This is an optimization exercise on Yosys and OpenROAD, whose aim is small area, a short achievable clock period and few clock cycles, not a production implementation. Only simulation tests tie the RTL to the original design; equivalence was not proved. Power figures rest on the tool's default switching activity, not on a simulated workload.

the previous run:
==> flow/design.v (excerpt) <==
module usb_uart_bridge (
    input  wire        clk,
    input  wire        rst,
    input  wire        cmd_valid,
    input  wire [7:0]  cmd_data,
    output wire        cmd_ready,
    output reg         ev_valid,
    output reg  [3:0]  ev_code,
    output reg  [31:0] ev_data,
    input  wire        ev_ready
);
    localparam [3:0] EV_BRR      = 4'h0,
                     EV_SETCR    = 4'h1,
                     EV_CLRCR    = 4'h2,
                     EV_READDR   = 4'h3,
                     EV_WRITEDR  = 4'h4,
                     EV_NVIC     = 4'h5,
                     EV_REGOUT   = 4'h6,
                     EV_CFGEP    = 4'h7,
                     EV_USBREAD  = 4'h8,
                     EV_WDATA    = 4'h9,
                     EV_USBWRITE = 4'hA,
                     EV_CLEARNAK = 4'hB,
                     EV_RETURN   = 4'hC,
                     EV_RESULT   = 4'hD,
                     EV_LINEOUT  = 4'hE,
                     EV_HALT     = 4'hF;
    localparam [2:0] P_OP    = 3'd0,    
                     P_ARG   = 3'd1,    
                     P_LEN   = 3'd2,    
                     P_DATA  = 3'd3,    
                     P_MULTI = 3'd4,    
                     P_DRAIN = 3'd5;    
    localparam [3:0] M_INIT1 = 4'd0,    
                     M_INIT2 = 4'd1,    
                     M_IRQTX = 4'd2,    
                     M_HALT1 = 4'd3,    
                     M_CFG1  = 4'd4,    
                     M_CFG2  = 4'd5,    
                     M_RET0  = 4'd6,    
                     M_RET1  = 4'd7,    
                     M_BULK  = 4'd8;    
    function [2:0] fmt_of;
        input [7:0] o;
        begin
            case (o)
                8'h01, 8'h02, 8'h03, 8'h05, 8'h06, 8'h07,
                8'h10, 8'h13, 8'h50, 8'h61:       fmt_of = 3'd0;
                8'h00, 8'h04, 8'h42, 8'h60:       fmt_of = 3'd1;
                8'h40:                            fmt_of = 3'd2;
                8'h11:                            fmt_of = 3'd3;
                8'h12, 8'h41, 8'h43:              fmt_of = 3'd4;
                default:                          fmt_of = 3'd7;
            endcase
        end
    endfunction
    reg        hv, sv;           
    reg  [7:0] hb, sb;
    localparam K_ZERO = 0, K_NZ = 1, K_01 = 2, K_02 = 3, K_03 = 4, K_05 = 5,
  ...
Size in the first run: ~4800 cells after synthesis, roughly 1900 flip-flops, roughly 50 I/O pins, about 72000 µm² of cells after synthesis.
make LEC_CHECK=0 ABC_CLOCK_PERIOD_IN_PS=3000 CAP_MARGIN=20 CORE_MARGIN=2 CORE_UTILIZATION=65 CTS_BUF_LIST='sky130_fd_sc_hd__clkbuf_4 sky130_fd_sc_hd__clkbuf_8' CTS_CLUSTER_DIAMETER=50 CTS_CLUSTER_SIZE=12 SETUP_SLACK_MARGIN=4.0 SLEW_MARGIN=20 finish   # period 7.0 ns
run.sh (not shown) runs the stock make flow with config.mk's settings and CLKGATE_MAP_FILE= SYNTH_SCRIPT=/design/flow/synth_recipe.tcl, a recipe that flattens the netlist after the stock synthesis.
Testbench counts of the previous run, summed over its fixed seeds: cycles 36,968.
[inputs] the current run vs the previous run
diff --git a/flow/design.v b/flow/design.v
--- a/flow/design.v
+++ b/flow/design.v
@@ -191,25 +191,25 @@
             kdec[K_61]   = (b == 8'h61);
         end
     endfunction
     reg        crdy;
     assign cmd_ready = crdy;
     wire go     = !ev_valid || ev_ready;
     wire cmd_in = cmd_valid && crdy;
     reg [2:0]  ph;
     reg [3:0]  step;
     reg [7:0]  op;
     reg [1:0]  argc;
     reg [1:0]  alast;
-    reg [7:0]  bm;
+    reg        bm21;        
     reg [7:0]  rem;         
     reg        l7;          
     reg [7:0]  cnt;
     reg        skip;
     reg        pending;
     reg        nakf;
     reg        halt;
     reg [31:0] baud;
     reg [4:0]  ucr;
     reg        nvic_en;
     reg        rxne;
     reg [7:0]  rdr;
@@ -230,25 +230,26 @@
         .clk(clk), .rst(rst),
         .put(tx_put && go), .put_data(hb), .get(tx_get && go),
         .rd_data(tx_rd_data), .empty(tx_empty), .full(tx_full), .depth(tx_depth)
     );
     reg        take, tail;
     reg        e_v;
     reg [3:0]  e_c;
     reg [31:0] e_d;
     reg [2:0]  n_ph;
     reg [3:0]  n_step;
     reg [7:0]  n_op;
     reg [1:0]  n_argc, n_alast;
-    reg [7:0]  n_bm, n_rem, n_cnt;
+    reg [7:0]  n_rem, n_cnt;
+    reg        n_bm21;
     reg        n_l7;
     reg        n_skip, n_pending, n_nakf, n_halt, n_nvic, n_rxne, n_txe;
     reg [31:0] n_baud;
     reg [4:0]  n_ucr;
     reg [7:0]  n_rdr, n_tdr;
     wire [7:0] bulk_n = (hb > 8'd64) ? 8'd64 : hb;
     wire [7:0] ctrl_n = (hb > 8'd7)  ? 8'd7  : hb;
     wire       last   = (rem == 8'd1);
     task start_cmd;
         begin
             n_op   = hb;
             n_argc = 2'd0;
@@ -272,25 +273,25 @@
                 tx_get = 1'b1;
                 n_tdr = tx_rd_data;
                 n_txe = 1'b0;
             end
         end
     endtask
     always @(*) begin
         take = 1'b0; tail = 1'b0;
         e_v = 1'b0; e_c = 4'h0; e_d = 32'h0;
         rx_put = 1'b0; rx_put_data = hb; rx_get = 1'b0;
         tx_put = 1'b0; tx_get = 1'b0;
         n_ph = ph; n_step = step; n_op = op; n_argc = argc; n_alast = alast;
-        n_bm = bm; n_rem = rem; n_l7 = l7; n_cnt = cnt; n_skip = skip;
+        n_bm21 = bm21; n_rem = rem; n_l7 = l7; n_cnt = cnt; n_skip = skip;
         n_pending = pending; n_nakf = nakf; n_halt = halt; n_nvic = nvic_en;
         n_baud = baud; n_ucr = ucr; n_rxne = rxne; n_rdr = rdr;
         n_txe = txe; n_tdr = tdr;
         case (ph)
             P_OP: if (hv) begin
                 take = 1'b1;
                 n_op = hb;
                 if (hk[K_NZ]) begin
                     start_cmd;
                 end else if (!halt || hk[K_61]) begin
                     if (hk[K_01]) begin
                         e_v = 1'b1; e_c = EV_RESULT;
@@ -341,25 +342,25 @@
                     end
                     if (hk[K_61]) begin
                         if (ucr[1] && ucr[2] && !txe) begin
                             e_v = 1'b1; e_c = EV_LINEOUT; e_d = {24'h0, tdr};
                             n_txe = 1'b1;
                         end
                     end
                 end
             end
             P_ARG: if (hv) begin
                 take = 1'b1;
                 n_argc = argc + 2'd1;
-                if (argc == 2'd0) n_bm = hb;
+                if (argc == 2'd0) n_bm21 = (hb == 8'h21);
                 if (op == 8'h11 && !halt) n_baud[8*argc +: 8] = hb;
                 if (argc == alast) begin
                     n_ph = P_OP;
                     if (!halt || op == 8'h60) begin
                         case (op)
                             8'h00: begin
                                 e_v = 1'b1; e_c = EV_RESULT; e_d = {31'h0, !rx_full};
                                 rx_put = !rx_full;
                             end
                             8'h04: begin
                                 e_v = 1'b1; e_c = EV_RESULT; e_d = {31'h0, !tx_full};
                                 tx_put = !tx_full;
@@ -373,28 +374,28 @@
                                     n_ph = P_MULTI; n_step = M_CFG1;
                                 end
                             end
                             8'h60: begin
                                 if (ucr[1] && ucr[3] && !rxne) begin
                                     n_rdr = hb;
                                     n_rxne = 1'b1;
                                 end
                             end
                             8'h40: begin
                                 e_v = 1'b1; e_c = EV_RETURN;
                                 n_pending = 1'b0;
-                                if (bm == 8'h21 && hb == 8'h20) begin
+                                if (bm21 && hb == 8'h20) begin
                                     n_pending = 1'b1;
                                     e_d = 32'h0;
-                                end else if (bm == 8'h21 && hb == 8'h22) begin
+                                end else if (bm21 && hb == 8'h22) begin
                                     e_c = EV_USBWRITE; e_d = 32'h0;
                                     n_ph = P_MULTI; n_step = M_RET0;
                                 end else begin
                                     e_d = 32'h1;
                                 end
                             end
                             8'h11: begin
                                 e_v = 1'b1; e_c = EV_BRR; e_d = {hb, baud[23:0]};
                             end
                             default: ;
                         endcase
                     end
@@ -579,46 +580,46 @@
         if (go) begin
             ev_code <= e_c;
             ev_data <= e_d;
         end
     end
     always @(posedge clk) begin
         if (rst) begin
             ph      <= P_OP;
             step    <= 4'd0;
             op      <= 8'h0;
             argc    <= 2'd0;
             alast   <= 2'd0;
-            bm      <= 8'h0;
+            bm21    <= 1'b0;
             rem     <= 8'h0;
             l7      <= 1'b0;
             cnt     <= 8'h0;
             skip    <= 1'b0;
             pending <= 1'b0;
             nakf    <= 1'b0;
             halt    <= 1'b0;
             baud    <= 32'd9600;
             ucr     <= 5'h0;
             nvic_en <= 1'b0;
             rxne    <= 1'b0;
             rdr     <= 8'h0;
             txe     <= 1'b1;
             tdr     <= 8'h0;
         end else if (go) begin
             ph      <= n_ph;
             step    <= n_step;
             op      <= n_op;
             argc    <= n_argc;
             alast   <= n_alast;
-            bm      <= n_bm;
+            bm21    <= n_bm21;
             rem     <= n_rem;
             l7      <= n_l7;
             cnt     <= n_cnt;
             skip    <= n_skip;
             pending <= n_pending;
             nakf    <= n_nakf;
             halt    <= n_halt;
             baud    <= n_baud;
             ucr     <= n_ucr;
             nvic_en <= n_nvic;
             rxne    <= n_rxne;
             rdr     <= n_rdr;
[summary]
The current run has path length in cells of the critical path above what the previous run had. Post-route worst setup slack: the current run vs the previous run down 40 ps. On tapcell count: between the previous run and the current run, it ends up higher for the previous run. Between the previous run and the current run, the difference in power dissipated in sequential cells is negligible. When the final numbers for the previous run and the current run were put side by side, the total power turned out to be smaller in the previous run. Relative to the previous run, placer congestion estimate has increased by 6.1% in the current run. Against the previous run as the reference, the current run delivers a higher utilization after layout. | clock group power | the previous run vs the current run | ≈ equal |. On adder and majority cell fraction of the synthesized area, the previous run and the current run are neck and neck.
Testbench counts of the current run, summed over its fixed seeds: cycles 36,968.

[port drivers added, routing unchanged]
The flow's constraints put no driver on any port. The routed layouts listed below were extracted and timed again, unchanged, in two steps.
Step 1 sets driving cells, clkbuf_16 on the clock port and buf_2 on the other inputs (assumed; they add their load-dependent delay and slew).
Step 2 moves the port delays by t, midway between the first and last clock arrival at a register: inputs arrive t later, outputs are due t later. That takes back most of the time a late clock gives input paths.
Slacks: ideal ports / drivers / drivers and shift; pairs: ideal ports / drivers.
| run | t (ns) | setup WS [ns] | cell pins on the clock port's net |
|---|---|---|---|
| the previous run | 0.969 | 3.974 / 3.974 / 3.159 | 1 |
| the current run | 0.954 | 3.933 / 3.933 / 3.116 | 1 |
After both steps every run listed still meets setup and hold. For the current run, which loses most, drivers alone change the setup slack by 0.000 ns; drivers and shift together by -0.817 ns.
